Source: an optimization exercise on an open RTL-to-GDS flow (aim: small area, a short achievable clock period and few clock cycles per item). Production flows keep margins and buffers that such runs may drop.
Where RTL was checked, it was by simulation tests only, not by an equivalence proof against the original.
For run 2, only the layout was checked, not whether the RTL still works.

==> flow/design.v, too long to show whole: its modules and the start of the top module <==
// module imb_pattern_rom: 1375 lines
// module imb_encoder: 167 lines
module imb_encoder (
    input  wire         clk,
    input  wire         rst,         
    input  wire         in_valid,
    output wire         in_ready,
    input  wire [103:0] in_value,
    output wire         out_valid,
    input  wire         out_ready,
    output wire [129:0] out_bars,    
    output wire [10:0]  out_fcs,
    output wire         out_ovf,     
    output wire         out_err      
);
  // ...
==> flow/run.sh <==
#!/bin/bash
# synth_recipe.tcl (not shown) runs the flow's synth.tcl, then flattens the netlist and writes it again
# the make line also repeats each setting of config.mk as NAME=value (left out here)
make -C /OpenROAD-flow-scripts/flow DESIGN_CONFIG=/design/flow/config.mk WORK_HOME=/design/flow/orfs CLKGATE_MAP_FILE= SYNTH_SCRIPT=/design/flow/synth_recipe.tcl finish
==> flow/config.mk <==
export PLATFORM = sky130hd
export DESIGN_NAME = imb_encoder
export DESIGN_NICKNAME = imb_encoder
export VERILOG_FILES = /design/flow/design.v
export SDC_FILE = /design/flow/constraint.sdc
export NUM_CORES = 4
export LEC_CHECK = 0
export CAP_MARGIN = 20
export CELL_PAD_IN_SITES_DETAIL_PLACEMENT = 2
export CELL_PAD_IN_SITES_GLOBAL_PLACEMENT = 4
export CORE_MARGIN = 2
export CORE_UTILIZATION = 20
export GPL_ROUTABILITY_DRIVEN = 1
export PLACE_DENSITY = 0.3
export SLEW_MARGIN = 20
export SYNTH_MEMORY_MAX_BITS = 32768
==> flow/constraint.sdc <==
create_clock -name core_clock -period 8.0 [get_ports {clk}]
set_input_delay 1.6000 -clock core_clock [delete_from_list [all_inputs] [get_ports {clk}]]
set_output_delay 1.6000 -clock core_clock [all_outputs]
set_load 0.01 [all_outputs]
==> metrics.yaml, run 1 <==
layout:
  sh_seq_area: 0.316
  area_share_clock_buf_inv: 0.0414
  top_register: "pat"
  n_all_inverters: 36
  num-clock-buffers: 57
  drive_gt1_frac: 0.127
  final_common_cell: "nand2_1"
  n_antenna_cell: 11
  multi_input_gates: 2712
  seq_cell_count: 390
global_route:
  grt_use_met2: 0.513
  grt_start_max_net_pins: 86
  grt.busiest_layer: "met2"
  gr-usage-met1: 0.416
floorplan:
  start_util: 0.202
  die_x_um: 390
  top_level_ports: 253
  taps: 1930
  design.core.area_um2: 148000
routing:
  routed_wl_mm: 263
  wl_met1_mm: 105
  wl_met3_mm: 23.0
  highest_layer: "met5"
synth:
  synth-seq-area-share: 0.390
  synth-xor-area-share: 0.0169
  synth_top_area_frac: 0.385
  ys.flop_type: "edfxtp_1"
setup_path:
  crit_chain: "mux4_2 -> mux2_2 -> o21ai_1 -> buf_4 -> ha_2 -> nor2b_1 -> a32oi_1 -> nand2_1 -> nand2_1 -> o221ai_1 -> o311ai_1 -> o211ai_1 -> a311o_1 -> o311ai_1 -> xnor2_1"
  path_delay_family: "compound AO/OA/AOI/OAI gates"
  worstRegToRegCells: 15
sta:
  fin_crit_sh: 0.972
  worstMarginPinSlew_ns: 1.37
  drv_slew: 0
  finalSetupTns_ns: 0
placed_design:
  io_buffers: 252
  pre_cts_ws_ns: 0.267
clocking:
  postCtsSetupRepairBufs: 0
  cts_hold_buf: 0
  clk_pin_slew_ns: 0.05
  cts_made_buffers: 48
  cts_resized: 0
run_status:
  status: "no timing/DRC/antenna violations"
Testbench counts, summed over its fixed seeds: cycles 202,176, items 192.
==> module imb_encoder, before the edit <==
module imb_encoder (
    input  wire         clk,
    input  wire         rst,         
    input  wire         in_valid,
    output wire         in_ready,
    input  wire [103:0] in_value,
    output wire         out_valid,
    input  wire         out_ready,
    output wire [129:0] out_bars,    
    output wire [10:0]  out_fcs,
    output wire         out_ovf,     
    output wire         out_err      
);
    localparam [2:0] S_IDLE = 3'd0,
                     S_DIV  = 3'd1,
                     S_ADJ  = 3'd2,
                     S_LOOK = 3'd3,
                     S_DONE = 3'd4;
    reg [2:0]   state;
    reg [103:0] num;       
    reg [10:0]  rem;       
    reg [6:0]   bitcnt;    
    reg [3:0]   digit;     
    reg [3:0]   li;        
    reg [10:0]  fcs;
    reg [10:0]  cw  [0:9];
    reg [12:0]  pat [0:9];
    reg         ovf;
    reg         err;
    wire [10:0] divisor = (digit == 4'd0) ? 11'd636 : 11'd1365;
    wire [11:0] trial   = {rem, num[103]};
    wire        q_bit   = (trial >= {1'b0, divisor});
    wire [11:0] diff    = trial - {1'b0, divisor};
    wire [10:0] rem_nxt = q_bit ? diff[10:0] : trial[10:0];
    wire [103:0] num_nxt = {num[102:0], q_bit};
    wire        crc_fb  = fcs[10] ^ num[103];
    wire [10:0] fcs_nxt = {fcs[9:0], 1'b0} ^ (crc_fb ? 11'h735 : 11'h000);
    wire [10:0] cw0_adj = cw[0] + (fcs[10] ? 11'd659 : 11'd0);
    wire [12:0] rom_pat;
    imb_pattern_rom u_rom (.cw(cw[li]), .pattern(rom_pat));
    assign in_ready  = (state == S_IDLE);
    assign out_valid = (state == S_DONE);
    assign out_fcs   = fcs;
    assign out_ovf   = ovf;
    assign out_err   = err;
    always @(posedge clk) begin
        if (rst) begin
            state <= S_IDLE;
        end else begin
            case (state)
                S_IDLE: begin
                    if (in_valid) begin
                        num    <= in_value;
                        rem    <= 11'd0;
                        bitcnt <= 7'd0;
                        digit  <= 4'd0;
                        fcs    <= 11'h7FF;
                        state  <= S_DIV;
                    end
                end
                S_DIV: begin
                    num <= num_nxt;
                    if (digit == 4'd0 && bitcnt >= 7'd2)
                        fcs <= fcs_nxt;
                    if (bitcnt == 7'd103) begin
                        cw[4'd9 - digit] <= rem_nxt;
                        rem    <= 11'd0;
                        bitcnt <= 7'd0;
                        if (digit == 4'd9) begin
                            ovf   <= (num_nxt != 104'd0);
                            state <= S_ADJ;
                        end else begin
                            digit <= digit + 4'd1;
                        end
                    end else begin
                        rem    <= rem_nxt;
                        bitcnt <= bitcnt + 7'd1;
                    end
                end
                S_ADJ: begin
                    cw[0] <= cw0_adj;
                    cw[9] <= {cw[9][9:0], 1'b0};
                    err   <= (cw0_adj > 11'd1364);
                    li    <= 4'd0;
                    state <= (cw0_adj > 11'd1364) ? S_DONE : S_LOOK;
                end
                S_LOOK: begin
                    pat[li] <= rom_pat ^ {13{fcs[li]}};
                    if (li == 4'd9)
                        state <= S_DONE;
                    else
                        li <= li + 4'd1;
                end
                S_DONE: begin
                    if (out_ready)
                        state <= S_IDLE;
                end
                default: state <= S_IDLE;
            endcase
        end
    end
    assign out_bars[  1:  0] = {pat[7][ 2], pat[4][ 3]};   
    assign out_bars[  3:  2] = {pat[1][10], pat[0][ 0]};   
    assign out_bars[  5:  4] = {pat[9][12], pat[2][ 8]};   
    assign out_bars[  7:  6] = {pat[5][ 5], pat[6][11]};   
    assign out_bars[  9:  8] = {pat[8][ 9], pat[3][ 1]};   
    assign out_bars[ 11: 10] = {pat[0][ 1], pat[5][12]};   
    assign out_bars[ 13: 12] = {pat[2][ 5], pat[1][ 8]};   
    assign out_bars[ 15: 14] = {pat[4][ 4], pat[9][11]};   
    assign out_bars[ 17: 16] = {pat[6][ 3], pat[8][10]};   
    assign out_bars[ 19: 18] = {pat[3][ 9], pat[7][ 6]};   
    assign out_bars[ 21: 20] = {pat[5][11], pat[1][ 4]};   
    assign out_bars[ 23: 22] = {pat[8][ 5], pat[2][12]};   
    assign out_bars[ 25: 24] = {pat[9][10], pat[0][ 2]};   
    assign out_bars[ 27: 26] = {pat[7][ 1], pat[6][ 7]};   
    assign out_bars[ 29: 28] = {pat[3][ 6], pat[4][ 9]};   
    assign out_bars[ 31: 30] = {pat[0][ 3], pat[8][ 6]};   
    assign out_bars[ 33: 32] = {pat[6][ 4], pat[2][ 7]};   
    assign out_bars[ 35: 34] = {pat[1][ 1], pat[9][ 9]};   
    assign out_bars[ 37: 36] = {pat[7][10], pat[5][ 2]};   
    assign out_bars[ 39: 38] = {pat[4][ 0], pat[3][ 8]};   
    assign out_bars[ 41: 40] = {pat[6][ 2], pat[0][ 4]};   
    assign out_bars[ 43: 42] = {pat[8][11], pat[1][ 0]};   
    assign out_bars[ 45: 44] = {pat[9][ 8], pat[3][12]};   
    assign out_bars[ 47: 46] = {pat[2][ 6], pat[7][ 7]};   
    assign out_bars[ 49: 48] = {pat[5][ 1], pat[4][10]};   
    assign out_bars[ 51: 50] = {pat[1][12], pat[6][ 9]};   
    assign out_bars[ 53: 52] = {pat[7][ 3], pat[8][ 0]};   
    assign out_bars[ 55: 54] = {pat[5][ 8], pat[9][ 7]};   
    assign out_bars[ 57: 56] = {pat[4][ 6], pat[2][10]};   
    assign out_bars[ 59: 58] = {pat[3][ 4], pat[0][ 5]};   
    assign out_bars[ 61: 60] = {pat[8][ 4], pat[5][ 7]};   
    assign out_bars[ 63: 62] = {pat[7][11], pat[1][ 9]};   
    assign out_bars[ 65: 64] = {pat[6][ 0], pat[9][ 6]};   
    assign out_bars[ 67: 66] = {pat[0][ 6], pat[4][ 8]};   
    assign out_bars[ 69: 68] = {pat[2][ 1], pat[3][ 2]};   
    assign out_bars[ 71: 70] = {pat[5][ 9], pat[8][12]};   
    assign out_bars[ 73: 72] = {pat[4][11], pat[6][ 1]};   
    assign out_bars[ 75: 74] = {pat[9][ 5], pat[7][ 4]};   
    assign out_bars[ 77: 76] = {pat[3][ 3], pat[1][ 2]};   
    assign out_bars[ 79: 78] = {pat[0][ 7], pat[2][ 0]};   
    assign out_bars[ 81: 80] = {pat[1][ 3], pat[4][ 1]};   
    assign out_bars[ 83: 82] = {pat[6][10], pat[3][ 5]};   
    assign out_bars[ 85: 84] = {pat[8][ 7], pat[9][ 4]};   
    assign out_bars[ 87: 86] = {pat[2][11], pat[5][ 6]};   
    assign out_bars[ 89: 88] = {pat[0][ 8], pat[7][12]};   
    assign out_bars[ 91: 90] = {pat[4][ 2], pat[8][ 1]};   
    assign out_bars[ 93: 92] = {pat[5][10], pat[3][ 0]};   
    assign out_bars[ 95: 94] = {pat[9][ 3], pat[0][ 9]};   
    assign out_bars[ 97: 96] = {pat[6][ 5], pat[2][ 4]};   
    assign out_bars[ 99: 98] = {pat[7][ 8], pat[1][ 7]};   
    assign out_bars[101:100] = {pat[5][ 0], pat[4][ 5]};   
    assign out_bars[103:102] = {pat[2][ 3], pat[0][10]};   
    assign out_bars[105:104] = {pat[6][12], pat[9][ 2]};   
    assign out_bars[107:106] = {pat[3][11], pat[1][ 6]};   
    assign out_bars[109:108] = {pat[8][ 8], pat[7][ 9]};   
    assign out_bars[111:110] = {pat[5][ 4], pat[0][11]};   
    assign out_bars[113:112] = {pat[1][ 5], pat[2][ 2]};   
    assign out_bars[115:114] = {pat[9][ 1], pat[4][12]};   
    assign out_bars[117:116] = {pat[8][ 3], pat[6][ 6]};   
    assign out_bars[119:118] = {pat[7][ 0], pat[3][ 7]};   
    assign out_bars[121:120] = {pat[4][ 7], pat[7][ 5]};   
    assign out_bars[123:122] = {pat[0][12], pat[1][11]};   
    assign out_bars[125:124] = {pat[2][ 9], pat[9][ 0]};   
    assign out_bars[127:126] = {pat[6][ 8], pat[5][ 3]};   
    assign out_bars[129:128] = {pat[3][10], pat[8][ 2]};   
endmodule
==> run 2, diff against run 1 <==
==> flow/design.v (replaced) <==
module imb_pattern_rom (
    input  wire [10:0] cw,
    output wire [12:0] pattern
);
    reg  [12:0] low;
    reg  [12:0] high;
    wire [12:0] low_rev;
    always @(*) begin
        case (cw[10:1])
            10'd0: low = 13'h001F;
            10'd1: low = 13'h002F;
            10'd2: low = 13'h0037;
            10'd3: low = 13'h003B;
            10'd4: low = 13'h003D;
            10'd5: low = 13'h003E;
            10'd6: low = 13'h004F;
            10'd7: low = 13'h0057;
            10'd8: low = 13'h005B;
            10'd9: low = 13'h005D;
            10'd10: low = 13'h005E;
            10'd11: low = 13'h0067;
            10'd12: low = 13'h006B;
            10'd13: low = 13'h006D;
            10'd14: low = 13'h006E;
            10'd15: low = 13'h0073;
            10'd16: low = 13'h0075;
            10'd17: low = 13'h0076;
            10'd18: low = 13'h0079;
            10'd19: low = 13'h007A;
            10'd20: low = 13'h007C;
            10'd21: low = 13'h008F;
            10'd22: low = 13'h0097;
            10'd23: low = 13'h009B;
            10'd24: low = 13'h009D;
            10'd25: low = 13'h009E;
            10'd26: low = 13'h00A7;
            10'd27: low = 13'h00AB;
            10'd28: low = 13'h00AD;
            10'd29: low = 13'h00AE;
            10'd30: low = 13'h00B3;
            10'd31: low = 13'h00B5;
            10'd32: low = 13'h00B6;
            10'd33: low = 13'h00B9;
            10'd34: low = 13'h00BA;
            10'd35: low = 13'h00BC;
            10'd36: low = 13'h00C7;
            10'd37: low = 13'h00CB;
            10'd38: low = 13'h00CD;
            10'd39: low = 13'h00CE;
            10'd40: low = 13'h00D3;
            10'd41: low = 13'h00D5;
            10'd42: low = 13'h00D6;
            10'd43: low = 13'h00D9;
            10'd44: low = 13'h00DA;
            10'd45: low = 13'h00DC;
            10'd46: low = 13'h00E3;
            10'd47: low = 13'h00E5;
            10'd48: low = 13'h00E6;
            10'd49: low = 13'h00E9;
            10'd50: low = 13'h00EA;
            10'd51: low = 13'h00EC;
            10'd52: low = 13'h00F1;
            10'd53: low = 13'h00F2;
            10'd54: low = 13'h00F4;
            10'd55: low = 13'h00F8;
            10'd56: low = 13'h010F;
            10'd57: low = 13'h0117;
            10'd58: low = 13'h011B;
            10'd59: low = 13'h011D;
            10'd60: low = 13'h011E;
            10'd61: low = 13'h0127;
            10'd62: low = 13'h012B;
            10'd63: low = 13'h012D;
            10'd64: low = 13'h012E;
            10'd65: low = 13'h0133;
            10'd66: low = 13'h0135;
            10'd67: low = 13'h0136;
            10'd68: low = 13'h0139;
            10'd69: low = 13'h013A;
            10'd70: low = 13'h013C;
            10'd71: low = 13'h0147;
            10'd72: low = 13'h014B;
            10'd73: low = 13'h014D;
            10'd74: low = 13'h014E;
            10'd75: low = 13'h0153;
            10'd76: low = 13'h0155;
            10'd77: low = 13'h0156;
            10'd78: low = 13'h0159;
            10'd79: low = 13'h015A;
            10'd80: low = 13'h015C;
            10'd81: low = 13'h0163;
            10'd82: low = 13'h0165;
            10'd83: low = 13'h0166;
            10'd84: low = 13'h0169;
            10'd85: low = 13'h016A;
            10'd86: low = 13'h016C;
            10'd87: low = 13'h0171;
            10'd88: low = 13'h0172;
            10'd89: low = 13'h0174;
            10'd90: low = 13'h0178;
            10'd91: low = 13'h0187;
            10'd92: low = 13'h018B;
            10'd93: low = 13'h018D;
            10'd94: low = 13'h018E;
            10'd95: low = 13'h0193;
            10'd96: low = 13'h0195;
            10'd97: low = 13'h0196;
            10'd98: low = 13'h0199;
            10'd99: low = 13'h019A;
            10'd100: low = 13'h019C;
            10'd101: low = 13'h01A3;
            10'd102: low = 13'h01A5;
            10'd103: low = 13'h01A6;
            10'd104: low = 13'h01A9;
            10'd105: low = 13'h01AA;
            10'd106: low = 13'h01AC;
            10'd107: low = 13'h01B1;
            10'd108: low = 13'h01B2;
            10'd109: low = 13'h01B4;
            10'd110: low = 13'h01B8;
            10'd111: low = 13'h01C3;
            10'd112: low = 13'h01C5;
            10'd113: low = 13'h01C6;
            10'd114: low = 13'h01C9;
            10'd115: low = 13'h01CA;
            10'd116: low = 13'h01CC;
            10'd117: low = 13'h01D1;
            10'd118: low = 13'h01D2;
            10'd119: low = 13'h01D4;
            10'd120: low = 13'h01D8;
            10'd121: low = 13'h01E1;
            10'd122: low = 13'h01E2;
            10'd123: low = 13'h01E4;
            10'd124: low = 13'h01E8;
            10'd125: low = 13'h020F;
            10'd126: low = 13'h0217;
            10'd127: low = 13'h021B;
            10'd128: low = 13'h021D;
            10'd129: low = 13'h021E;
            10'd130: low = 13'h0227;
            10'd131: low = 13'h022B;
            10'd132: low = 13'h022D;
            10'd133: low = 13'h022E;
            10'd134: low = 13'h0233;
            10'd135: low = 13'h0235;
            10'd136: low = 13'h0236;
            10'd137: low = 13'h0239;
            10'd138: low = 13'h023A;
            10'd139: low = 13'h023C;
            10'd140: low = 13'h0247;
            10'd141: low = 13'h024B;
            10'd142: low = 13'h024D;
            10'd143: low = 13'h024E;
            10'd144: low = 13'h0253;
            10'd145: low = 13'h0255;
            10'd146: low = 13'h0256;
            10'd147: low = 13'h0259;
            10'd148: low = 13'h025A;
            10'd149: low = 13'h025C;
            10'd150: low = 13'h0263;
            10'd151: low = 13'h0265;
            10'd152: low = 13'h0266;
            10'd153: low = 13'h0269;
            10'd154: low = 13'h026A;
            10'd155: low = 13'h026C;
            10'd156: low = 13'h0271;
            10'd157: low = 13'h0272;
            10'd158: low = 13'h0274;
            10'd159: low = 13'h0278;
            10'd160: low = 13'h0287;
            10'd161: low = 13'h028B;
            10'd162: low = 13'h028D;
            10'd163: low = 13'h028E;
            10'd164: low = 13'h0293;
            10'd165: low = 13'h0295;
            10'd166: low = 13'h0296;
            10'd167: low = 13'h0299;
            10'd168: low = 13'h029A;
            10'd169: low = 13'h029C;
            10'd170: low = 13'h02A3;
            10'd171: low = 13'h02A5;
            10'd172: low = 13'h02A6;
            10'd173: low = 13'h02A9;
            10'd174: low = 13'h02AA;
            10'd175: low = 13'h02AC;
            10'd176: low = 13'h02B1;
            10'd177: low = 13'h02B2;
            10'd178: low = 13'h02B4;
            10'd179: low = 13'h02B8;
            10'd180: low = 13'h02C3;
            10'd181: low = 13'h02C5;
            10'd182: low = 13'h02C6;
            10'd183: low = 13'h02C9;
            10'd184: low = 13'h02CA;
            10'd185: low = 13'h02CC;
            10'd186: low = 13'h02D1;
            10'd187: low = 13'h02D2;
            10'd188: low = 13'h02D4;
            10'd189: low = 13'h02D8;
            10'd190: low = 13'h02E1;
            10'd191: low = 13'h02E2;
            10'd192: low = 13'h02E4;
            10'd193: low = 13'h0307;
            10'd194: low = 13'h030B;
            10'd195: low = 13'h030D;
            10'd196: low = 13'h030E;
            10'd197: low = 13'h0313;
            10'd198: low = 13'h0315;
            10'd199: low = 13'h0316;
            10'd200: low = 13'h0319;
            10'd201: low = 13'h031A;
            10'd202: low = 13'h031C;
            10'd203: low = 13'h0323;
            10'd204: low = 13'h0325;
            10'd205: low = 13'h0326;
            10'd206: low = 13'h0329;
            10'd207: low = 13'h032A;
            10'd208: low = 13'h032C;
            10'd209: low = 13'h0331;
            10'd210: low = 13'h0332;
            10'd211: low = 13'h0334;
            10'd212: low = 13'h0338;
            10'd213: low = 13'h0343;
            10'd214: low = 13'h0345;
            10'd215: low = 13'h0346;
            10'd216: low = 13'h0349;
            10'd217: low = 13'h034A;
            10'd218: low = 13'h034C;
            10'd219: low = 13'h0351;
            10'd220: low = 13'h0352;
            10'd221: low = 13'h0354;
            10'd222: low = 13'h0361;
            10'd223: low = 13'h0362;
            10'd224: low = 13'h0364;
            10'd225: low = 13'h0383;
            10'd226: low = 13'h0385;
            10'd227: low = 13'h0386;
            10'd228: low = 13'h0389;
            10'd229: low = 13'h038A;
            10'd230: low = 13'h038C;
            10'd231: low = 13'h0391;
            10'd232: low = 13'h0392;
            10'd233: low = 13'h0394;
            10'd234: low = 13'h03A1;
            10'd235: low = 13'h03A2;
            10'd236: low = 13'h03A4;
            10'd237: low = 13'h03C1;
            10'd238: low = 13'h03C2;
            10'd239: low = 13'h03C4;
            10'd240: low = 13'h040F;
            10'd241: low = 13'h0417;
            10'd242: low = 13'h041B;
            10'd243: low = 13'h041D;
            10'd244: low = 13'h041E;
            10'd245: low = 13'h0427;
            10'd246: low = 13'h042B;
            10'd247: low = 13'h042D;
            10'd248: low = 13'h042E;
            10'd249: low = 13'h0433;
            10'd250: low = 13'h0435;
            10'd251: low = 13'h0436;
            10'd252: low = 13'h0439;
            10'd253: low = 13'h043A;
            10'd254: low = 13'h043C;
            10'd255: low = 13'h0447;
            10'd256: low = 13'h044B;
            10'd257: low = 13'h044D;
            10'd258: low = 13'h044E;
            10'd259: low = 13'h0453;
            10'd260: low = 13'h0455;
            10'd261: low = 13'h0456;
            10'd262: low = 13'h0459;
            10'd263: low = 13'h045A;
            10'd264: low = 13'h045C;
            10'd265: low = 13'h0463;
            10'd266: low = 13'h0465;
            10'd267: low = 13'h0466;
            10'd268: low = 13'h0469;
            10'd269: low = 13'h046A;
            10'd270: low = 13'h046C;
            10'd271: low = 13'h0471;
            10'd272: low = 13'h0472;
            10'd273: low = 13'h0474;
            10'd274: low = 13'h0487;
            10'd275: low = 13'h048B;
            10'd276: low = 13'h048D;
            10'd277: low = 13'h048E;
            10'd278: low = 13'h0493;
            10'd279: low = 13'h0495;
            10'd280: low = 13'h0496;
            10'd281: low = 13'h0499;
            10'd282: low = 13'h049A;
            10'd283: low = 13'h049C;
            10'd284: low = 13'h04A3;
            10'd285: low = 13'h04A5;
            10'd286: low = 13'h04A6;
            10'd287: low = 13'h04A9;
            10'd288: low = 13'h04AA;
            10'd289: low = 13'h04AC;
            10'd290: low = 13'h04B1;
            10'd291: low = 13'h04B2;
            10'd292: low = 13'h04B4;
            10'd293: low = 13'h04C3;
            10'd294: low = 13'h04C5;
            10'd295: low = 13'h04C6;
            10'd296: low = 13'h04C9;
            10'd297: low = 13'h04CA;
            10'd298: low = 13'h04CC;
            10'd299: low = 13'h04D1;
            10'd300: low = 13'h04D2;
            10'd301: low = 13'h04D4;
            10'd302: low = 13'h04E1;
            10'd303: low = 13'h04E2;
            10'd304: low = 13'h0507;
            10'd305: low = 13'h050B;
            10'd306: low = 13'h050D;
            10'd307: low = 13'h050E;
            10'd308: low = 13'h0513;
            10'd309: low = 13'h0515;
            10'd310: low = 13'h0516;
            10'd311: low = 13'h0519;
            10'd312: low = 13'h051A;
            10'd313: low = 13'h051C;
            10'd314: low = 13'h0523;
            10'd315: low = 13'h0525;
            10'd316: low = 13'h0526;
            10'd317: low = 13'h0529;
            10'd318: low = 13'h052A;
            10'd319: low = 13'h052C;
            10'd320: low = 13'h0531;
            10'd321: low = 13'h0532;
            10'd322: low = 13'h0534;
            10'd323: low = 13'h0543;
            10'd324: low = 13'h0545;
            10'd325: low = 13'h0546;
            10'd326: low = 13'h0549;
            10'd327: low = 13'h054A;
            10'd328: low = 13'h054C;
            10'd329: low = 13'h0551;
            10'd330: low = 13'h0552;
            10'd331: low = 13'h0561;
            10'd332: low = 13'h0562;
            10'd333: low = 13'h0583;
            10'd334: low = 13'h0585;
            10'd335: low = 13'h0586;
            10'd336: low = 13'h0589;
            10'd337: low = 13'h058A;
            10'd338: low = 13'h058C;
            10'd339: low = 13'h0591;
            10'd340: low = 13'h0592;
            10'd341: low = 13'h05A1;
            10'd342: low = 13'h05A2;
            10'd343: low = 13'h05C1;
            10'd344: low = 13'h05C2;
            10'd345: low = 13'h0607;
            10'd346: low = 13'h060B;
            10'd347: low = 13'h060D;
            10'd348: low = 13'h060E;
            10'd349: low = 13'h0613;
            10'd350: low = 13'h0615;
            10'd351: low = 13'h0616;
            10'd352: low = 13'h0619;
            10'd353: low = 13'h061A;
            10'd354: low = 13'h061C;
            10'd355: low = 13'h0623;
            10'd356: low = 13'h0625;
            10'd357: low = 13'h0626;
            10'd358: low = 13'h0629;
            10'd359: low = 13'h062A;
            10'd360: low = 13'h062C;
            10'd361: low = 13'h0631;
            10'd362: low = 13'h0632;
            10'd363: low = 13'h0643;
            10'd364: low = 13'h0645;
            10'd365: low = 13'h0646;
            10'd366: low = 13'h0649;
            10'd367: low = 13'h064A;
            10'd368: low = 13'h0651;
            10'd369: low = 13'h0652;
            10'd370: low = 13'h0661;
            10'd371: low = 13'h0662;
            10'd372: low = 13'h0683;
            10'd373: low = 13'h0685;
            10'd374: low = 13'h0686;
            10'd375: low = 13'h0689;
            10'd376: low = 13'h068A;
            10'd377: low = 13'h0691;
            10'd378: low = 13'h0692;
            10'd379: low = 13'h06A1;
            10'd380: low = 13'h06A2;
            10'd381: low = 13'h06C1;
            10'd382: low = 13'h06C2;
            10'd383: low = 13'h0703;
            10'd384: low = 13'h0705;
            10'd385: low = 13'h0706;
            10'd386: low = 13'h0709;
            10'd387: low = 13'h070A;
            10'd388: low = 13'h0711;
            10'd389: low = 13'h0712;
            10'd390: low = 13'h0721;
            10'd391: low = 13'h0722;
            10'd392: low = 13'h0741;
            10'd393: low = 13'h0742;
            10'd394: low = 13'h0781;
            10'd395: low = 13'h0782;
            10'd396: low = 13'h080F;
            10'd397: low = 13'h0817;
            10'd398: low = 13'h081B;
            10'd399: low = 13'h081D;
            10'd400: low = 13'h081E;
            10'd401: low = 13'h0827;
            10'd402: low = 13'h082B;
            10'd403: low = 13'h082D;
            10'd404: low = 13'h082E;
            10'd405: low = 13'h0833;
            10'd406: low = 13'h0835;
            10'd407: low = 13'h0836;
            10'd408: low = 13'h0839;
            10'd409: low = 13'h083A;
            10'd410: low = 13'h0847;
            10'd411: low = 13'h084B;
            10'd412: low = 13'h084D;
            10'd413: low = 13'h084E;
            10'd414: low = 13'h0853;
            10'd415: low = 13'h0855;
            10'd416: low = 13'h0856;
            10'd417: low = 13'h0859;
            10'd418: low = 13'h085A;
            10'd419: low = 13'h0863;
            10'd420: low = 13'h0865;
            10'd421: low = 13'h0866;
            10'd422: low = 13'h0869;
            10'd423: low = 13'h086A;
            10'd424: low = 13'h0871;
            10'd425: low = 13'h0872;
            10'd426: low = 13'h0887;
            10'd427: low = 13'h088B;
            10'd428: low = 13'h088D;
            10'd429: low = 13'h088E;
            10'd430: low = 13'h0893;
            10'd431: low = 13'h0895;
            10'd432: low = 13'h0896;
            10'd433: low = 13'h0899;
            10'd434: low = 13'h089A;
            10'd435: low = 13'h08A3;
            10'd436: low = 13'h08A5;
            10'd437: low = 13'h08A6;
            10'd438: low = 13'h08A9;
            10'd439: low = 13'h08AA;
            10'd440: low = 13'h08B1;
            10'd441: low = 13'h08B2;
            10'd442: low = 13'h08C3;
            10'd443: low = 13'h08C5;
            10'd444: low = 13'h08C6;
            10'd445: low = 13'h08C9;
            10'd446: low = 13'h08CA;
            10'd447: low = 13'h08D1;
            10'd448: low = 13'h08D2;
            10'd449: low = 13'h08E1;
            10'd450: low = 13'h0907;
            10'd451: low = 13'h090B;
            10'd452: low = 13'h090D;
            10'd453: low = 13'h090E;
            10'd454: low = 13'h0913;
            10'd455: low = 13'h0915;
            10'd456: low = 13'h0916;
            10'd457: low = 13'h0919;
            10'd458: low = 13'h091A;
            10'd459: low = 13'h0923;
            10'd460: low = 13'h0925;
            10'd461: low = 13'h0926;
            10'd462: low = 13'h0929;
            10'd463: low = 13'h092A;
            10'd464: low = 13'h0931;
            10'd465: low = 13'h0932;
            10'd466: low = 13'h0943;
            10'd467: low = 13'h0945;
            10'd468: low = 13'h0946;
            10'd469: low = 13'h0949;
            10'd470: low = 13'h094A;
            10'd471: low = 13'h0951;
            10'd472: low = 13'h0961;
            10'd473: low = 13'h0983;
            10'd474: low = 13'h0985;
            10'd475: low = 13'h0986;
            10'd476: low = 13'h0989;
            10'd477: low = 13'h098A;
            10'd478: low = 13'h0991;
            10'd479: low = 13'h09A1;
            10'd480: low = 13'h09C1;
            10'd481: low = 13'h0A07;
            10'd482: low = 13'h0A0B;
            10'd483: low = 13'h0A0D;
            10'd484: low = 13'h0A0E;
            10'd485: low = 13'h0A13;
            10'd486: low = 13'h0A15;
            10'd487: low = 13'h0A16;
            10'd488: low = 13'h0A19;
            10'd489: low = 13'h0A1A;
            10'd490: low = 13'h0A23;
            10'd491: low = 13'h0A25;
            10'd492: low = 13'h0A26;
            10'd493: low = 13'h0A29;
            10'd494: low = 13'h0A2A;
            10'd495: low = 13'h0A31;
            10'd496: low = 13'h0A43;
            10'd497: low = 13'h0A45;
            10'd498: low = 13'h0A46;
            10'd499: low = 13'h0A49;
            10'd500: low = 13'h0A51;
            10'd501: low = 13'h0A61;
            10'd502: low = 13'h0A83;
            10'd503: low = 13'h0A85;
            10'd504: low = 13'h0A86;
            10'd505: low = 13'h0A89;
            10'd506: low = 13'h0A91;
            10'd507: low = 13'h0AA1;
            10'd508: low = 13'h0AC1;
            10'd509: low = 13'h0B03;
            10'd510: low = 13'h0B05;
            10'd511: low = 13'h0B06;
            10'd512: low = 13'h0B09;
            10'd513: low = 13'h0B11;
            10'd514: low = 13'h0B21;
            10'd515: low = 13'h0B41;
            10'd516: low = 13'h0B81;
            10'd517: low = 13'h0C07;
            10'd518: low = 13'h0C0B;
            10'd519: low = 13'h0C0D;
            10'd520: low = 13'h0C0E;
            10'd521: low = 13'h0C13;
            10'd522: low = 13'h0C15;
            10'd523: low = 13'h0C16;
            10'd524: low = 13'h0C19;
            10'd525: low = 13'h0C23;
            10'd526: low = 13'h0C25;
            10'd527: low = 13'h0C26;
            10'd528: low = 13'h0C29;
            10'd529: low = 13'h0C31;
            10'd530: low = 13'h0C43;
            10'd531: low = 13'h0C45;
            10'd532: low = 13'h0C49;
            10'd533: low = 13'h0C51;
            10'd534: low = 13'h0C61;
            10'd535: low = 13'h0C83;
            10'd536: low = 13'h0C85;
            10'd537: low = 13'h0C89;
            10'd538: low = 13'h0C91;
            10'd539: low = 13'h0CA1;
            10'd540: low = 13'h0CC1;
            10'd541: low = 13'h0D03;
            10'd542: low = 13'h0D05;
            10'd543: low = 13'h0D09;
            10'd544: low = 13'h0D11;
            10'd545: low = 13'h0D21;
            10'd546: low = 13'h0D41;
            10'd547: low = 13'h0D81;
            10'd548: low = 13'h0E03;
            10'd549: low = 13'h0E05;
            10'd550: low = 13'h0E09;
            10'd551: low = 13'h0E11;
            10'd552: low = 13'h0E21;
            10'd553: low = 13'h0E41;
            10'd554: low = 13'h0E81;
            10'd555: low = 13'h0F01;
            10'd556: low = 13'h100F;
            10'd557: low = 13'h1017;
            10'd558: low = 13'h101B;
            10'd559: low = 13'h101D;
            10'd560: low = 13'h1027;
            10'd561: low = 13'h102B;
            10'd562: low = 13'h102D;
            10'd563: low = 13'h1033;
            10'd564: low = 13'h1035;
            10'd565: low = 13'h1039;
            10'd566: low = 13'h1047;
            10'd567: low = 13'h104B;
            10'd568: low = 13'h104D;
            10'd569: low = 13'h1053;
            10'd570: low = 13'h1055;
            10'd571: low = 13'h1059;
            10'd572: low = 13'h1063;
            10'd573: low = 13'h1065;
            10'd574: low = 13'h1069;
            10'd575: low = 13'h1071;
            10'd576: low = 13'h1087;
            10'd577: low = 13'h108B;
            10'd578: low = 13'h108D;
            10'd579: low = 13'h1093;
            10'd580: low = 13'h1095;
            10'd581: low = 13'h1099;
            10'd582: low = 13'h10A3;
            10'd583: low = 13'h10A5;
            10'd584: low = 13'h10A9;
            10'd585: low = 13'h10B1;
            10'd586: low = 13'h10C3;
            10'd587: low = 13'h10C5;
            10'd588: low = 13'h10C9;
            10'd589: low = 13'h10D1;
            10'd590: low = 13'h1107;
            10'd591: low = 13'h110B;
            10'd592: low = 13'h110D;
            10'd593: low = 13'h1113;
            10'd594: low = 13'h1115;
            10'd595: low = 13'h1119;
            10'd596: low = 13'h1123;
            10'd597: low = 13'h1125;
            10'd598: low = 13'h1129;
            10'd599: low = 13'h1131;
            10'd600: low = 13'h1143;
            10'd601: low = 13'h1145;
            10'd602: low = 13'h1149;
            10'd603: low = 13'h1183;
            10'd604: low = 13'h1185;
            10'd605: low = 13'h1189;
            10'd606: low = 13'h1207;
            10'd607: low = 13'h120B;
            10'd608: low = 13'h120D;
            10'd609: low = 13'h1213;
            10'd610: low = 13'h1215;
            10'd611: low = 13'h1219;
            10'd612: low = 13'h1223;
            10'd613: low = 13'h1225;
            10'd614: low = 13'h1229;
            10'd615: low = 13'h1243;
            10'd616: low = 13'h1245;
            10'd617: low = 13'h1283;
            10'd618: low = 13'h1285;
            10'd619: low = 13'h1303;
            10'd620: low = 13'h1305;
            10'd621: low = 13'h1407;
            10'd622: low = 13'h140B;
            10'd623: low = 13'h140D;
            10'd624: low = 13'h1413;
            10'd625: low = 13'h1415;
            10'd626: low = 13'h1423;
            10'd627: low = 13'h1425;
            10'd628: low = 13'h1443;
            10'd629: low = 13'h1483;
            10'd630: low = 13'h1503;
            10'd631: low = 13'h1603;
            10'd632: low = 13'h1807;
            10'd633: low = 13'h180B;
            10'd634: low = 13'h1813;
            10'd635: low = 13'h1823;
            default: low = 13'bx;
        endcase
    end
    always @(*) begin
        case (cw[6:0])
            7'd0: high = 13'h08E2;   
            7'd1: high = 13'h064C;   
            7'd2: high = 13'h0554;   
            7'd3: high = 13'h04E4;   
            7'd4: high = 13'h0358;   
            7'd5: high = 13'h02E8;   
            7'd6: high = 13'h01F0;   
            7'd7: high = 13'h0003;   
            7'd8: high = 13'h1800;   
            7'd9: high = 13'h0005;   
            7'd10: high = 13'h1400;   
            7'd11: high = 13'h0006;   
            7'd12: high = 13'h0C00;   
            7'd13: high = 13'h0009;   
            7'd14: high = 13'h1200;   
            7'd15: high = 13'h000A;   
            7'd16: high = 13'h0A00;   
            7'd17: high = 13'h000C;   
            7'd18: high = 13'h0600;   
            7'd19: high = 13'h0011;   
            7'd20: high = 13'h1100;   
            7'd21: high = 13'h0012;   
            7'd22: high = 13'h0900;   
            7'd23: high = 13'h0014;   
            7'd24: high = 13'h0500;   
            7'd25: high = 13'h0018;   
            7'd26: high = 13'h0300;   
            7'd27: high = 13'h0021;   
            7'd28: high = 13'h1080;   
            7'd29: high = 13'h0022;   
            7'd30: high = 13'h0880;   
            7'd31: high = 13'h0024;   
            7'd32: high = 13'h0480;   
            7'd33: high = 13'h0028;   
            7'd34: high = 13'h0280;   
            7'd35: high = 13'h0030;   
            7'd36: high = 13'h0180;   
            7'd37: high = 13'h0041;   
            7'd38: high = 13'h1040;   
            7'd39: high = 13'h0042;   
            7'd40: high = 13'h0840;   
            7'd41: high = 13'h0044;   
            7'd42: high = 13'h0440;   
            7'd43: high = 13'h0048;   
            7'd44: high = 13'h0240;   
            7'd45: high = 13'h0050;   
            7'd46: high = 13'h0140;   
            7'd47: high = 13'h0060;   
            7'd48: high = 13'h00C0;   
            7'd49: high = 13'h0081;   
            7'd50: high = 13'h1020;   
            7'd51: high = 13'h0082;   
            7'd52: high = 13'h0820;   
            7'd53: high = 13'h0084;   
            7'd54: high = 13'h0420;   
            7'd55: high = 13'h0088;   
            7'd56: high = 13'h0220;   
            7'd57: high = 13'h0090;   
            7'd58: high = 13'h0120;   
            7'd59: high = 13'h0101;   
            7'd60: high = 13'h1010;   
            7'd61: high = 13'h0102;   
            7'd62: high = 13'h0810;   
            7'd63: high = 13'h0104;   
            7'd64: high = 13'h0410;   
            7'd65: high = 13'h0108;   
            7'd66: high = 13'h0210;   
            7'd67: high = 13'h0201;   
            7'd68: high = 13'h1008;   
            7'd69: high = 13'h0202;   
            7'd70: high = 13'h0808;   
            7'd71: high = 13'h0204;   
            7'd72: high = 13'h0408;   
            7'd73: high = 13'h0401;   
            7'd74: high = 13'h1004;   
            7'd75: high = 13'h0402;   
            7'd76: high = 13'h0804;   
            7'd77: high = 13'h0801;   
            7'd78: high = 13'h1002;   
            7'd79: high = 13'h1001;   
            7'd80: high = 13'h0802;   
            7'd81: high = 13'h0404;   
            7'd82: high = 13'h0208;   
            7'd83: high = 13'h0110;   
            7'd84: high = 13'h00A0;   
            7'd120: high = 13'h1843;   
            7'd121: high = 13'h1445;   
            7'd122: high = 13'h1249;   
            7'd123: high = 13'h1151;   
            7'd124: high = 13'h10E1;   
            7'd125: high = 13'h0C46;   
            7'd126: high = 13'h0A4A;   
            7'd127: high = 13'h0952;   
            default: high = 13'bx;
        endcase
    end
    genvar i;
    generate
        for (i = 0; i < 13; i = i + 1) begin : g_rev
            assign low_rev[i] = low[12 - i];
        end
    endgenerate
    assign pattern = (cw >= 11'd1272) ? high : (cw[0] ? low_rev : low);
endmodule
module imb_encoder (
    input  wire         clk,
    input  wire         rst,         
    input  wire         in_valid,
    output wire         in_ready,
    input  wire [103:0] in_value,
    output wire         out_valid,
    input  wire         out_ready,
    output wire [129:0] out_bars,    
    output wire [10:0]  out_fcs,
    output wire         out_ovf,     
    output wire         out_err      
);
    localparam integer K = 4;        
    localparam integer N = 26;       
    reg  [4:0]  fb;             
    reg         xv;             
    reg  [4:0]  xb;             
    reg  [K-1:0] xc;            
    wire        stall;
    wire [103:0] vpad = in_value;
    reg  [K-1:0] chunk;
    always @(*) begin
        case (fb)
            5'd0: chunk = vpad[103:100];
            5'd1: chunk = vpad[99:96];
            5'd2: chunk = vpad[95:92];
            5'd3: chunk = vpad[91:88];
            5'd4: chunk = vpad[87:84];
            5'd5: chunk = vpad[83:80];
            5'd6: chunk = vpad[79:76];
            5'd7: chunk = vpad[75:72];
            5'd8: chunk = vpad[71:68];
            5'd9: chunk = vpad[67:64];
            5'd10: chunk = vpad[63:60];
            5'd11: chunk = vpad[59:56];
            5'd12: chunk = vpad[55:52];
            5'd13: chunk = vpad[51:48];
            5'd14: chunk = vpad[47:44];
            5'd15: chunk = vpad[43:40];
            5'd16: chunk = vpad[39:36];
            5'd17: chunk = vpad[35:32];
            5'd18: chunk = vpad[31:28];
            5'd19: chunk = vpad[27:24];
            5'd20: chunk = vpad[23:20];
            5'd21: chunk = vpad[19:16];
            5'd22: chunk = vpad[15:12];
            5'd23: chunk = vpad[11:8];
            5'd24: chunk = vpad[7:4];
            5'd25: chunk = vpad[3:0];
            default: chunk = {K{1'bx}};
        endcase
    end
    assign in_ready = (fb == 5'd25) && !stall;
    reg  [9:0]  d0;             
    reg  [10:0] dh [1:9];       
    reg  [10:0] crc;
    reg         ovfa;           
    reg  [3:0]  li;             
    reg  [12:0] pat [0:9];
    reg  [10:0] fcs_o;
    reg         ovf_o, err_o, val_o;
    reg  [9:0]  live, first;
    reg  [3:0]  lmax;
    always @(*) begin
        case (xb)
            5'd0: begin live = 10'b0000000001; first = 10'b0000000001; lmax = 4'd0; end
            5'd1: begin live = 10'b0000000001; first = 10'b0000000000; lmax = 4'd0; end
            5'd2: begin live = 10'b0000000011; first = 10'b0000000010; lmax = 4'd1; end
            5'd3: begin live = 10'b0000000011; first = 10'b0000000000; lmax = 4'd1; end
            5'd4: begin live = 10'b0000000111; first = 10'b0000000100; lmax = 4'd2; end
            5'd5: begin live = 10'b0000000111; first = 10'b0000000000; lmax = 4'd2; end
            5'd6: begin live = 10'b0000000111; first = 10'b0000000000; lmax = 4'd2; end
            5'd7: begin live = 10'b0000001111; first = 10'b0000001000; lmax = 4'd3; end
            5'd8: begin live = 10'b0000001111; first = 10'b0000000000; lmax = 4'd3; end
            5'd9: begin live = 10'b0000001111; first = 10'b0000000000; lmax = 4'd3; end
            5'd10: begin live = 10'b0000011111; first = 10'b0000010000; lmax = 4'd4; end
            5'd11: begin live = 10'b0000011111; first = 10'b0000000000; lmax = 4'd4; end
            5'd12: begin live = 10'b0000111111; first = 10'b0000100000; lmax = 4'd5; end
            5'd13: begin live = 10'b0000111111; first = 10'b0000000000; lmax = 4'd5; end
            5'd14: begin live = 10'b0000111111; first = 10'b0000000000; lmax = 4'd5; end
            5'd15: begin live = 10'b0001111111; first = 10'b0001000000; lmax = 4'd6; end
            5'd16: begin live = 10'b0001111111; first = 10'b0000000000; lmax = 4'd6; end
            5'd17: begin live = 10'b0011111111; first = 10'b0010000000; lmax = 4'd7; end
            5'd18: begin live = 10'b0011111111; first = 10'b0000000000; lmax = 4'd7; end
            5'd19: begin live = 10'b0011111111; first = 10'b0000000000; lmax = 4'd7; end
            5'd20: begin live = 10'b0111111111; first = 10'b0100000000; lmax = 4'd8; end
            5'd21: begin live = 10'b0111111111; first = 10'b0000000000; lmax = 4'd8; end
            5'd22: begin live = 10'b0111111111; first = 10'b0000000000; lmax = 4'd8; end
            5'd23: begin live = 10'b1111111111; first = 10'b1000000000; lmax = 4'd9; end
            5'd24: begin live = 10'b1111111111; first = 10'b0000000000; lmax = 4'd9; end
            5'd25: begin live = 10'b1111111111; first = 10'b0000000000; lmax = 4'd9; end
            default: begin live = 10'bx; first = 10'bx; lmax = 4'bx; end
        endcase
    end
    assign stall = xv && (((li != 4'd10) && (li < lmax)) ||
                          ((xb == 5'd25) && (val_o || li != 4'd10)));
    wire        adv = xv && !stall;
    wire        last = adv && (xb == 5'd25);
    reg  [9:0]  s0;
    reg  [10:0] sh [1:9];
    reg  [10:0] sc;
    reg         so;
    reg  [9:0]  cy;
    reg         bit_in;
    integer     i, s;
    always @(*) begin
        s0 = first[0] ? 10'd0 : d0;
        for (s = 1; s < 10; s = s + 1)
            sh[s] = first[s] ? 11'd0 : dh[s];
        sc = (xb == 5'd0) ? 11'h7FF : crc;
        so = 1'b0;
        for (i = K - 1; i >= 0; i = i - 1) begin
            bit_in = xc[i];
            cy[0] = (s0 >= 10'd318);
            for (s = 1; s < 10; s = s + 1)
                cy[s] = (sh[s] >= 11'd683) || ((sh[s] == 11'd682) && cy[s-1]);
            so = so | (live[9] & cy[9]);
            for (s = 9; s >= 1; s = s - 1)
                sh[s] = {(cy[s] ? (sh[s][9:0] - (cy[s-1] ? 10'd682 : 10'd683)) : sh[s][9:0]),
                         cy[s-1] ^ cy[s]};
            s0 = {(cy[0] ? (s0[8:0] - 9'd318) : s0[8:0]), bit_in};
        end
    end
    reg  [3:0] crcmask;
    always @(*) begin
        case (xb)
            5'd0: crcmask = 4'b0011;
            5'd1: crcmask = 4'b1111;
            5'd2: crcmask = 4'b1111;
            5'd3: crcmask = 4'b1111;
            5'd4: crcmask = 4'b1111;
            5'd5: crcmask = 4'b1111;
            5'd6: crcmask = 4'b1111;
            5'd7: crcmask = 4'b1111;
            5'd8: crcmask = 4'b1111;
            5'd9: crcmask = 4'b1111;
            5'd10: crcmask = 4'b1111;
            5'd11: crcmask = 4'b1111;
            5'd12: crcmask = 4'b1111;
            5'd13: crcmask = 4'b1111;
            5'd14: crcmask = 4'b1111;
            5'd15: crcmask = 4'b1111;
            5'd16: crcmask = 4'b1111;
            5'd17: crcmask = 4'b1111;
            5'd18: crcmask = 4'b1111;
            5'd19: crcmask = 4'b1111;
            5'd20: crcmask = 4'b1111;
            5'd21: crcmask = 4'b1111;
            5'd22: crcmask = 4'b1111;
            5'd23: crcmask = 4'b1111;
            5'd24: crcmask = 4'b1111;
            5'd25: crcmask = 4'b1111;
            default: crcmask = {K{1'bx}};
        endcase
    end
    reg  [10:0] cn;
    reg         cfb;
    always @(*) begin
        cn = sc;
        for (i = K - 1; i >= 0; i = i - 1) begin
            cfb = cn[10] ^ xc[i];
            if (crcmask[i])
                cn = {cn[9:0], 1'b0} ^ (cfb ? 11'h735 : 11'h000);
        end
    end
    reg  [10:0] lcw;
    always @(*) begin
        case (li)
            4'd0: lcw = {d0, 1'b0};
            4'd1: lcw = dh[1];
            4'd2: lcw = dh[2];
            4'd3: lcw = dh[3];
            4'd4: lcw = dh[4];
            4'd5: lcw = dh[5];
            4'd6: lcw = dh[6];
            4'd7: lcw = dh[7];
            4'd8: lcw = dh[8];
            4'd9: lcw = dh[9] + (fcs_o[10] ? 11'd659 : 11'd0);
            default: lcw = 11'bx;
        endcase
    end
    wire [12:0] rom_pat;
    imb_pattern_rom u_rom (.cw(lcw), .pattern(rom_pat));
    always @(posedge clk) begin
        if (rst) begin
            fb    <= 5'd0;
            xv    <= 1'b0;
            li    <= 4'd10;
            val_o <= 1'b0;
        end else begin
            if (!stall) begin
                xv <= in_valid;
                if (in_valid) begin
                    xb <= fb;
                    xc <= chunk;
                    fb <= (fb == 5'd25) ? 5'd0 : fb + 5'd1;
                end
            end
            if (li != 4'd10)
                li <= li + 4'd1;
            if (last)
                li <= 4'd0;
            if (li == 4'd9)
                val_o <= 1'b1;
            else if (out_ready)
                val_o <= 1'b0;
        end
        if (adv) begin
            if (live[0]) d0 <= s0;
            if (live[1]) dh[1] <= sh[1];
            if (live[2]) dh[2] <= sh[2];
            if (live[3]) dh[3] <= sh[3];
            if (live[4]) dh[4] <= sh[4];
            if (live[5]) dh[5] <= sh[5];
            if (live[6]) dh[6] <= sh[6];
            if (live[7]) dh[7] <= sh[7];
            if (live[8]) dh[8] <= sh[8];
            if (live[9]) dh[9] <= sh[9];
            crc  <= cn;
            ovfa <= ((xb == 5'd0) ? 1'b0 : ovfa) | so;
        end
        if (last) begin
            fcs_o <= cn;
            ovf_o <= ovfa | so;
        end
        case (li)
            4'd0: pat[9] <= rom_pat ^ {13{fcs_o[9]}};
            4'd1: pat[8] <= rom_pat ^ {13{fcs_o[8]}};
            4'd2: pat[7] <= rom_pat ^ {13{fcs_o[7]}};
            4'd3: pat[6] <= rom_pat ^ {13{fcs_o[6]}};
            4'd4: pat[5] <= rom_pat ^ {13{fcs_o[5]}};
            4'd5: pat[4] <= rom_pat ^ {13{fcs_o[4]}};
            4'd6: pat[3] <= rom_pat ^ {13{fcs_o[3]}};
            4'd7: pat[2] <= rom_pat ^ {13{fcs_o[2]}};
            4'd8: pat[1] <= rom_pat ^ {13{fcs_o[1]}};
            4'd9: pat[0] <= rom_pat ^ {13{fcs_o[0]}};
            default: ;
        endcase
        if (li == 4'd9)
            err_o <= fcs_o[10] && (dh[9] >= 11'd706);
    end
    assign out_valid = val_o;
    assign out_fcs   = fcs_o;
    assign out_ovf   = ovf_o;
    assign out_err   = err_o;
    assign out_bars[  1:  0] = {pat[7][ 2], pat[4][ 3]};   
    assign out_bars[  3:  2] = {pat[1][10], pat[0][ 0]};   
    assign out_bars[  5:  4] = {pat[9][12], pat[2][ 8]};   
    assign out_bars[  7:  6] = {pat[5][ 5], pat[6][11]};   
    assign out_bars[  9:  8] = {pat[8][ 9], pat[3][ 1]};   
    assign out_bars[ 11: 10] = {pat[0][ 1], pat[5][12]};   
    assign out_bars[ 13: 12] = {pat[2][ 5], pat[1][ 8]};   
    assign out_bars[ 15: 14] = {pat[4][ 4], pat[9][11]};   
    assign out_bars[ 17: 16] = {pat[6][ 3], pat[8][10]};   
    assign out_bars[ 19: 18] = {pat[3][ 9], pat[7][ 6]};   
    assign out_bars[ 21: 20] = {pat[5][11], pat[1][ 4]};   
    assign out_bars[ 23: 22] = {pat[8][ 5], pat[2][12]};   
    assign out_bars[ 25: 24] = {pat[9][10], pat[0][ 2]};   
    assign out_bars[ 27: 26] = {pat[7][ 1], pat[6][ 7]};   
    assign out_bars[ 29: 28] = {pat[3][ 6], pat[4][ 9]};   
    assign out_bars[ 31: 30] = {pat[0][ 3], pat[8][ 6]};   
    assign out_bars[ 33: 32] = {pat[6][ 4], pat[2][ 7]};   
    assign out_bars[ 35: 34] = {pat[1][ 1], pat[9][ 9]};   
    assign out_bars[ 37: 36] = {pat[7][10], pat[5][ 2]};   
    assign out_bars[ 39: 38] = {pat[4][ 0], pat[3][ 8]};   
    assign out_bars[ 41: 40] = {pat[6][ 2], pat[0][ 4]};   
    assign out_bars[ 43: 42] = {pat[8][11], pat[1][ 0]};   
    assign out_bars[ 45: 44] = {pat[9][ 8], pat[3][12]};   
    assign out_bars[ 47: 46] = {pat[2][ 6], pat[7][ 7]};   
    assign out_bars[ 49: 48] = {pat[5][ 1], pat[4][10]};   
    assign out_bars[ 51: 50] = {pat[1][12], pat[6][ 9]};   
    assign out_bars[ 53: 52] = {pat[7][ 3], pat[8][ 0]};   
    assign out_bars[ 55: 54] = {pat[5][ 8], pat[9][ 7]};   
    assign out_bars[ 57: 56] = {pat[4][ 6], pat[2][10]};   
    assign out_bars[ 59: 58] = {pat[3][ 4], pat[0][ 5]};   
    assign out_bars[ 61: 60] = {pat[8][ 4], pat[5][ 7]};   
    assign out_bars[ 63: 62] = {pat[7][11], pat[1][ 9]};   
    assign out_bars[ 65: 64] = {pat[6][ 0], pat[9][ 6]};   
    assign out_bars[ 67: 66] = {pat[0][ 6], pat[4][ 8]};   
    assign out_bars[ 69: 68] = {pat[2][ 1], pat[3][ 2]};   
    assign out_bars[ 71: 70] = {pat[5][ 9], pat[8][12]};   
    assign out_bars[ 73: 72] = {pat[4][11], pat[6][ 1]};   
    assign out_bars[ 75: 74] = {pat[9][ 5], pat[7][ 4]};   
    assign out_bars[ 77: 76] = {pat[3][ 3], pat[1][ 2]};   
    assign out_bars[ 79: 78] = {pat[0][ 7], pat[2][ 0]};   
    assign out_bars[ 81: 80] = {pat[1][ 3], pat[4][ 1]};   
    assign out_bars[ 83: 82] = {pat[6][10], pat[3][ 5]};   
    assign out_bars[ 85: 84] = {pat[8][ 7], pat[9][ 4]};   
    assign out_bars[ 87: 86] = {pat[2][11], pat[5][ 6]};   
    assign out_bars[ 89: 88] = {pat[0][ 8], pat[7][12]};   
    assign out_bars[ 91: 90] = {pat[4][ 2], pat[8][ 1]};   
    assign out_bars[ 93: 92] = {pat[5][10], pat[3][ 0]};   
    assign out_bars[ 95: 94] = {pat[9][ 3], pat[0][ 9]};   
    assign out_bars[ 97: 96] = {pat[6][ 5], pat[2][ 4]};   
    assign out_bars[ 99: 98] = {pat[7][ 8], pat[1][ 7]};   
    assign out_bars[101:100] = {pat[5][ 0], pat[4][ 5]};   
    assign out_bars[103:102] = {pat[2][ 3], pat[0][10]};   
    assign out_bars[105:104] = {pat[6][12], pat[9][ 2]};   
    assign out_bars[107:106] = {pat[3][11], pat[1][ 6]};   
    assign out_bars[109:108] = {pat[8][ 8], pat[7][ 9]};   
    assign out_bars[111:110] = {pat[5][ 4], pat[0][11]};   
    assign out_bars[113:112] = {pat[1][ 5], pat[2][ 2]};   
    assign out_bars[115:114] = {pat[9][ 1], pat[4][12]};   
    assign out_bars[117:116] = {pat[8][ 3], pat[6][ 6]};   
    assign out_bars[119:118] = {pat[7][ 0], pat[3][ 7]};   
    assign out_bars[121:120] = {pat[4][ 7], pat[7][ 5]};   
    assign out_bars[123:122] = {pat[0][12], pat[1][11]};   
    assign out_bars[125:124] = {pat[2][ 9], pat[9][ 0]};   
    assign out_bars[127:126] = {pat[6][ 8], pat[5][ 3]};   
    assign out_bars[129:128] = {pat[3][10], pat[8][ 2]};   
endmodule
==> run 2 against run 1 <==
Compared with the run above:
- now fails the layout checks on setup timing
- sequential share of layout area is 18 points lower
- non-clock buffer count rose by 1563
- wire length is 6.0% higher
- register-to-register slack lost 2.8 ns
- first-iteration DRC count down 35%
- via count is 47% higher
- fmax down 26%
- synthesized area is 34% higher
- die area is 34% higher
- critical path type unchanged
==> metrics.yaml, run 2 <==
synth:
  synth_area_um2: 40000
  yosys_warnings: 5
  async_reset_ff_frac: 0
  avgSynthCellArea_um2: 7.41
  yosysTopAreaCell: "edfxtp_1"
  synth_top_area_frac: 0.205  # -0.180
  ys.flop_type: "edfxtp_1"
  synth_fp_nets: 5625
  ys_ff_latch: 307
  synth_edf_count: 273
  synth-seq-area-share: 0.222  # -0.168
  synth.most_common_cell: "nor2_1"
  ys_types: 139
  netlist_instances: 5401
  ys_top_cells_by_area: "edfxtp_1 (20%), xnor2_1 (5.9%), a21oi_1 (5.9%)"
  synthTopCellsByCount: "nor2_1 (567), nand2_1 (477), a21oi_1 (471)"
run_status:
  failed_checks: "setup timing"
  status: "complete, but fails checks"
setup_path:
  cp-start-kind: "register"
  max_stage_delay_ns: 0.47
  cp.required_ns: 8.38
  cp_num_buf_inv: 22
  cp.arrival_ns: 10.93
  cp-end-kind: "register"
  cp_max_fo: 4
  path_delay_family: "compound AO/OA/AOI/OAI gates"
  worstRegToRegCells: 67  # +52
  worst_path_max_delay_cell: "a221o_1"
  crit_type: "register to register"
  crit_cells: 67
clocking:
  clk_latency_ns: 0.69
  cts_hold_buf: 0  # unchanged
  clock_path_buffers: 3
  cts_tree: "built"
  cts.sinks: 307
  cts_htree_levels: 2
  clk_pin_slew_ns: 0.07  # +0.02 ns
  root_buffer: "clkbuf_16"
  cts_made_buffers: 43  # -10%
routing:
  drt_iter0_markers: 2880
  firstDrtPassIters: 5
  drc: 0
  detail-route-antenna-nets: 0
  routed_wl_mm: 278  # +6.0%
  wire_per_inst_um: 28.4
  post_drt_via_cell_ratio: 5.24
  dr_total_vias: 51400
global_route:
  grt_usage: 0.264
  grt_pass1_wl_mm: 401
  antenna_found_initial: 4
  grt_pass1_vias: 55100
  grt_overflow_total: 0
  grt_start_max_net_pins: 65  # -24%
run:
  maxCapViolCount: 0
sta:
  worstMarginPinSlew_ns: 1.16  # -0.208 ns
  setup_ws_ns: -2.55
  fmax_mhz: 94.8
  fin_crit_sh: 1.32  # +0.346
  drv_slew: 0  # unchanged
  rsz0062_at_grt: "true"
  final_hold_viol_count: 0
  period_needed_ns: 10.55
  fin_skew_ns: 0.0673
  relSlewSlack: 0.225
  setup_viol: 78
layout:
  largest_reg_flops: 130
  stdcell_count: 9821
  final_cell_mix: "buf_4 (1730), nor2_1 (528), nand2_1 (448)"
  reg_top3: "pat: 130 flops, dh: 99 flops"
  final_common_cell: "buf_4"
  final_nets: 7354
  drive_gt1_frac: 0.359  # +0.232
  stdcell_area_um2: 63300
  syn2layout_area_growth_pct: 58.3
  fill_cells: 22800
  top_register: "pat"
floorplan:
  die-height_um: 451
  top_level_ports: 253  # unchanged
  num_rows: 164
  die_area_um2: 204000
  design.core.area_um2: 199000  # +35%
  start_util: 0.201  # -0.000728
  die_x_um: 451  # +16%
placed_design:
  dp_hpwl_mm: 224
  dp_cells: 9565
  io_buffers: 252  # unchanged
  globalplace.congestion: 0.891
  postPlaceCellArea_um2: 57700
hold_path:
  hold_class: "register to register"
  hold_depth: 0
run 2: timing repair:
item / 4_1_cts / 5_1_grt
pin swaps: 180 / 172
setup buffers: 122 / 72
setup endpoints to repair: 90 / 89
cloned: 1 / 0
gates resized for setup: 388 / 275
endpoints found under the hold margin: 0 / 0
run 2: cell families after synthesis:
| logic type | share of synthesized area |
|---|---|
| AOI/OAI and AO/OA | 0.340 |
| buffers and inverters | 0.0575 |
| adders and majority gates | 0.0367 |
| xor gates and xnor gates | 0.0841 |
| and+or+nand+nor | 0.229 |
| DFF | 0.222 |
| muxes | 0.0306 |
run 2: stage by stage:
step	setup TNS [ns]	hold slack, ns	util	setup WS [ns]
after detailed placement	-173.21	0.481	0.290	-3.11
final	-131.70	0.510	0.318	-2.55
after global routing	-167.63	0.528	0.318	-3.12
after floorplan	-103.33	0.406	-	-2.31
after global placement	-155.19	0.474	0.290	-2.88
after CTS	-124.06	0.511	0.309	-2.60
run 2: worst paths after layout:
check                     startpoint                  to  slack (ns)
setup / recovery  dh[1][8]$_DFFE_PP_  dh[9][8]$_DFFE_PP_       -2.55
hold / removal       xc[0]$_DFFE_PP_     d0[0]$_DFFE_PP_        0.51
setup reg to reg  dh[1][8]$_DFFE_PP_  dh[9][8]$_DFFE_PP_       -2.55
hold reg to reg      xc[0]$_DFFE_PP_     d0[0]$_DFFE_PP_        0.51
run 2: layer usage:
layer	routed length [um]	global-route usage	part of all wire
met5	27	0	0.000097
met4	5530	0.0519	0.020
met3	9070	0.0237	0.033
met2	133000	0.452	0.48
met1	131000	0.359	0.47
run 2: final cells by class:
cell class              count  area, um2  share of cell area
flip-flops and latches    307       8880               0.140
diodes                      3       7.51            0.000119
repair buffers           2062      16700               0.263
clock buffers              46       1110              0.0175
well taps                2656       3320              0.0525
clock inverters            31        293             0.00462
inverters                 201        817              0.0129
multi-input cells        4515      32200               0.509
run 2: worst reg2reg max path, delay by kind of cell (launching register included):
| kind | cells | cell delay [ns] |
|---|---|---|
| compound gates | 23 | 4.40 |
| xor+xnor | 1 | 0.13 |
| fa+ha+maj | 7 | 1.09 |
| buf+inv | 22 | 2.47 |
| flops | 1 | 0.42 |
| simple gates | 14 | 1.74 |

-- what the ideal ports hide --
How much do the figures lean on ideal ports? The routed layouts below were timed once more, with nothing changed but the port constraints.
Step 1, drivers: a clkbuf_16 drives clk and a buf_2 each remaining input, both assumed.
Step 2 moves the port delays by t, midway between the first and last clock arrival at a register: inputs arrive t later, outputs are due t later. That takes back most of the time a late clock gives input paths.
a / b / c = ideal ports / drivers / drivers and shift; a / b = the first two.
run | shift t [ns] | slack for setup (ns) | worst setup path at the end | worst register clock-pin slew, ns | worst data-port slew with drivers (ns)
run 1 | 0.688 | 0.221 / 0.221 / 0.221 | register to register | 0.06 / 0.06 | 0.13
run 2 | 0.750 | -2.549 / -2.549 / -2.549 | register to register | 0.07 / 0.07 | 0.16
